What follows belongs to an exercise in optimizing a design on an open flow for small area and few clock cycles per item; a production flow would make more cautious choices.
The RTL was checked by simulation tests, not by an equivalence proof against the original design.
Power is estimated from default activity; no workload was simulated.

== v16 ==
==> flow/design.v (excerpt) <==
module bfc (
    input  wire        clk,
    input  wire        rst,         
    input  wire        cmd_valid,
    output wire        cmd_ready,
    input  wire [31:0] cmd_data,
    output wire        rsp_valid,
    input  wire        rsp_ready,
    output wire [31:0] rsp_data
);
    reg  [7:0] csum_n;      
    reg  [2:0] status;      
    reg        ctrl_ckenf;
    assign cmd_ready = rsp_ready;
    assign rsp_valid = cmd_valid;
    wire accept = cmd_valid && rsp_ready;
    wire [7:0] op = cmd_data[31:24];
    wire [7:0] f2 = cmd_data[23:16];
    wire [7:0] f1 = cmd_data[15:8];
    wire [7:0] f0 = cmd_data[7:0];
    wire [3:0] bf_w  = cmd_data[15:12];
    wire [2:0] bf_lo = cmd_data[10:8];
    wire [3:0] n  = op[3:0];
    wire       gs = (op[7:4] == 4'h0);      
    wire       gu = (op[7:4] == 4'h1);      
    wire       gp = (op[7:4] == 4'h2);      
    wire       gk = (op[7:4] == 4'h3);      
    wire z16 = (cmd_data[23:16] == 8'd0);
    wire z14 = z16 && (cmd_data[15:14] == 2'd0);
    wire z8  = z14 && (cmd_data[13:8] == 6'd0);
    wire z3  = z8  && (cmd_data[7:3] == 5'd0);
    wire z1  = z3  && (cmd_data[2:1] == 2'd0);
    wire z0  = z1  && !cmd_data[0];
    wire [4:0] bf_end  = {2'b0, bf_lo} + {1'b0, bf_w};
    wire       bf_geom = (bf_w != 4'd0) && !cmd_data[11] && !bf_end[4] &&
                         (!bf_end[3] || (bf_end[2:0] == 3'd0));
    wire legal =
        (gs & (n == 4'd0 || n == 4'd1 || n == 4'd3) & z0) |
        (gs & (n == 4'd2) & z3) |
        (gs & (n == 4'd4) & z1) |
        (gs & (n == 4'd8) & z16 & bf_geom) |
        (gs & (n == 4'd9) & bf_geom) |
        (gu & (n <= 4'd8) & z8) |
        (gu & (n == 4'd9) & z16) |
        (gp & (n <= 4'd3 || n == 4'd5) & z16) |
        (gp & (n == 4'd4)) |
        (gp & (n >= 4'd6 && n <= 4'd8) & z8) |
        (gp & (n == 4'd9) & z14) |
        (gk & (n == 4'd0 || n == 4'd2) & z0) |
        (gk & (n == 4'd1 || n == 4'd3) & z8);
    wire q_s = (op[5:4] == 2'd0);
    wire q_u = (op[5:4] == 2'd1);
    wire q_p = (op[5:4] == 2'd2);
    wire q_k = (op[5:4] == 2'd3);
    wire n3 = n[3], n2 = n[2], n1 = n[1], n0 = n[0];
    wire [7:0] f0_rev;
    genvar gi;
    generate
        for (gi = 0; gi < 8; gi = gi + 1) begin : g_rev
  ...
clock: 7.0 ns
lec_check: 0
abc_area: 1
cap_margin: 20
core_margin: 2
core_utilization: 65
cts_buf_list: sky130_fd_sc_hd__clkbuf_4
gpl_timing_driven: 0
place_density: 0.8
setup_slack_margin: 0.2
slew_margin: 20
standard.sh (not shown) runs the stock make flow with config.mk's settings and CLKGATE_MAP_FILE= SYNTH_SCRIPT=/design/flow/synth_recipe.tcl, a recipe that flattens the netlist after the stock synthesis.
==> flow/flow/run.sh <==
#!/bin/bash
# Own layout flow: the standard synthesis, then the combinational logic
# between the registers re-mapped for area with a few ABC scripts (the
# smallest result with enough pre-layout timing slack is kept; registers
# untouched), then the standard layout
# with plain buf_1 port buffers.
set -euo pipefail
work=$(pwd)
plat=${FLOW_PLATFORM:-sky130hd}
res=$work/orfs/results/$plat/bfc/base
lib=$FLOW_HOME/platforms/$plat/lib/sky130_fd_sc_hd__tt_025C_1v80.lib
yosys_bin=$FLOW_HOME/../tools/install/yosys/bin/yosys
[[ -x $yosys_bin ]] || yosys_bin=yosys

# 1. standard synthesis
bash standard.sh synth > log_1_standard_synth.log 2>&1

# 2. re-map the logic between the registers, one run per ABC script
cp "$res/1_2_yosys.v" "$work/std_1_2_yosys.v"
du=$(sed 's/^/-dont_use /' "$work/flow/dont_use.txt" | tr '\n' ' ')
nff_std=$(grep -c 'sky130_fd_sc_hd__[a-z]*df[a-z0-9_]* ' "$work/std_1_2_yosys.v" || true)
best=""
best_area=""
best_ok=0
for abc in "$work"/flow/area*.abc; do
    t=$(basename "$abc" .abc)
    sed -e "s#{LIB}#$lib#g" -e "s#{IN}#$work/std_1_2_yosys.v#" \
        -e "s#{ABC}#$abc#" -e "s#{DONT_USE}#$du#" \
        -e "s#{STAT}#$work/remap_$t.stat#" -e "s#{OUT}#$work/remap_$t.v#" \
        "$work/flow/remap.ys" > "$work/remap_$t.ys"
    ( cd "$work" && "$yosys_bin" -l "$work/log_2_remap_$t.log" -q "remap_$t.ys" > /dev/null 2>&1 || true ) &
done
wait
plat_dir=$FLOW_HOME/platforms/$plat
or_bin=$FLOW_HOME/../tools/install/OpenROAD/bin/openroad
[[ -x $or_bin ]] || or_bin=openroad
min_slack=1.3
best_slack=""
for abc in "$work"/flow/area*.abc; do
    t=$(basename "$abc" .abc)
    [[ -s $work/remap_$t.v && -s $work/remap_$t.stat ]] || continue
    nff=$(grep -c 'sky130_fd_sc_hd__[a-z]*df[a-z0-9_]* ' "$work/remap_$t.v" || true)
    [[ $nff == "$nff_std" ]] || continue
    a=$(sed -n 's/.*Chip area for module .*: \([0-9.]*\).*/\1/p' "$work/remap_$t.stat" | head -1)
    [[ -n $a ]] || continue
    s=$(TECH_LEF=$plat_dir/lef/sky130_fd_sc_hd.tlef SC_LEF=$plat_dir/lef/sky130_fd_sc_hd_merged.lef \
        LIB=$lib NL=$work/remap_$t.v SDC=$work/constraint.sdc \
        "$or_bin" -no_init -exit "$work/flow/sta.tcl" 2> "$work/log_2_sta_$t.err" | tee "$work/log_2_sta_$t.log" |
        sed -n 's/^worst slack max \([-0-9.]*\).*/\1/p' | head -1)
    [[ -n $s ]] || continue
    echo "$t area $a slack $s" >> "$work/remap_areas.txt"
    # smallest area among those with enough slack for the layout; failing
    # that, the largest slack
    ok=$(awk -v s="$s" -v m="$min_slack" 'BEGIN{print (s >= m) ? 1 : 0}')
    if [[ $ok == 1 ]]; then
        if [[ -z $best_area || $best_ok == 0 ]] || awk -v a="$a" -v b="$best_area" 'BEGIN{exit !(a < b)}'; then
            best=$t; best_area=$a; best_slack=$s; best_ok=1
        fi
    elif [[ -z $best_area ]] || { [[ $best_ok == 0 ]] && awk -v s="$s" -v b="$best_slack" 'BEGIN{exit !(s > b)}'; }; then
        best=$t; best_area=$a; best_slack=$s; best_ok=0
    fi
done
echo "chosen: ${best:-standard} ${best_area} ${best_slack}" >> "$work/remap_areas.txt"
if [[ -n $best ]]; then
    sleep 1
    cp "$work/remap_$best.v" "$res/1_2_yosys.v"
    touch "$res/1_2_yosys.v"
fi

# 3. standard layout from the re-mapped netlist
bash standard.sh "BUFFER_PORTS_ARGS=-buffer_cell sky130_fd_sc_hd__buf_1" finish > log_3_standard_finish.log 2>&1
==> flow/flow/area6.abc <==
strash; dc2; balance -l; resub -K 6 -l; rewrite -l; resub -K 6 -N 2 -l; refactor -l; resub -K 8 -l; balance -l; resub -K 8 -N 2 -l; rewrite -l; resub -K 10 -l; rewrite -z -l; resub -K 10 -N 2 -l; balance -l; resub -K 12 -l; refactor -z -l; resub -K 12 -N 2 -l; rewrite -z -l; balance -l; &get -n; &deepsyn -T 30; &put
dch -f; amap -F 1000 -A 1000 -C 1000; topo; upsize -c -D 3000; dnsize -c -D 3000
==> flow/flow/area7.abc <==
strash; dc2; balance -l; resub -K 6 -l; rewrite -l; resub -K 6 -N 2 -l; refactor -l; resub -K 8 -l; balance -l; resub -K 8 -N 2 -l; rewrite -l; resub -K 10 -l; rewrite -z -l; resub -K 10 -N 2 -l; balance -l; resub -K 12 -l; refactor -z -l; resub -K 12 -N 2 -l; rewrite -z -l; balance -l; &get -n; &deepsyn -T 30; &put
dch -f; amap -F 1000 -A 1000 -C 1000; topo; upsize -c -D 2800; dnsize -c -D 2800
Other scripts of this flow, unchanged in this note and not shown: flow/flow/area1.abc, flow/flow/area4.abc, flow/flow/area5.abc, flow/flow/dont_use.txt, flow/flow/remap.ys, flow/flow/sta.tcl
Testbench counts of v16, summed over its fixed seeds: cycles 17,559, items 17,559.
--- input diff v16..v48 ---
- CORE_UTILIZATION: 65 -> 50
- PLACE_DENSITY: 0.8 -> 0.65
==> flow/flow/area3.abc (new file) <==
strash; dc2; balance -l; resub -K 6 -l; rewrite -l; resub -K 6 -N 2 -l; refactor -l; resub -K 8 -l; balance -l; resub -K 8 -N 2 -l; rewrite -l; resub -K 10 -l; rewrite -z -l; resub -K 10 -N 2 -l; balance -l; resub -K 12 -l; refactor -z -l; resub -K 12 -N 2 -l; rewrite -z -l; balance -l; &get -n; &deepsyn -T 30; &put
dch -f; amap; topo
removed: flow/flow/area6.abc
removed: flow/flow/area7.abc
[summary]
- v48: all stages complete, timing, DRC and antenna checks passed
- Launching element of the worst setup path = cmd_data[10]: v16; launching element of the worst setup path = cmd_data[26]: v48
- v48 has count of nets after finishing above what v16 had.
- When the final numbers for v48 and v16 were put side by side, the via count turned out to be greater in v16.
- Post-layout minimum cycle time improves in v48 relative to v16.
- Changes observed in v48 relative to v16: width of the die moved up, final hold slack went down, worst path arrival time lower, critical path depth shows an increase of 2.
- v48 ended with more core area than v16.
- The core of v48 is less densely filled than that of v16.
- v48: total chip power 2.3% below v16
Setup changes, v48 to v24
- SETUP_SLACK_MARGIN: 0.2 -> 0.3
--- a/flow/flow/run.sh
+++ b/flow/flow/run.sh
@@ -35,5 +35,5 @@
 or_bin=$FLOW_HOME/../tools/install/OpenROAD/bin/openroad
 [[ -x $or_bin ]] || or_bin=openroad
-min_slack=1.3
+min_slack=1.0
 best_slack=""
 for abc in "$work"/flow/area*.abc; do
[summary]
- On worst setup slack, the higher figure sits with v48, not v24.
- Between v24 and v48, the sequential share of layout area figures differ only marginally.
- Comparing v24 and v48, the lower cell count is on v24.
- | fraction of the cycle the final worst path needs | higher: v24 |
- Changes observed in v24 relative to v48: die area went down by 90 µm²; largest incremental delay on the critical path went up by 0.11 ns; routed wire length went up by 510 µm.

static timing again, ports no longer ideal:
No port has a modelled driver above. Below, the same layouts with a new extraction and two added sets of constraints. Step 1 sets driving cells, clkbuf_16 on the clock port and buf_2 on the other inputs (assumed; they add their load-dependent delay and slew). Step 2, shift: input delay + t, output delay - t, t = (earliest + latest rising clock arrival at the registers) / 2. This alone moves slack from input paths to output paths. Slacks: ideal ports / drivers / drivers and shift; pairs: ideal ports / drivers.
run	t, ns	setup WS [ns]	hold WS [ns]	worst setup path at the end	worst register clock-pin slew, ns
v16	0.290	0.413 / 0.391 / 0.391	0.523 / 0.523 / 0.523	input to output	0.08 / 0.08
v48	0.289	0.465 / 0.437 / 0.437	0.506 / 0.506 / 0.506	input to output	0.08 / 0.08
v24	0.308	0.269 / 0.238 / 0.238	0.518 / 0.518 / 0.518	input to output	0.08 / 0.08
After both steps every run listed still meets setup and hold. The setup slack of v24, which loses most, moves by -0.031 ns with the drivers and by -0.031 ns with both steps.
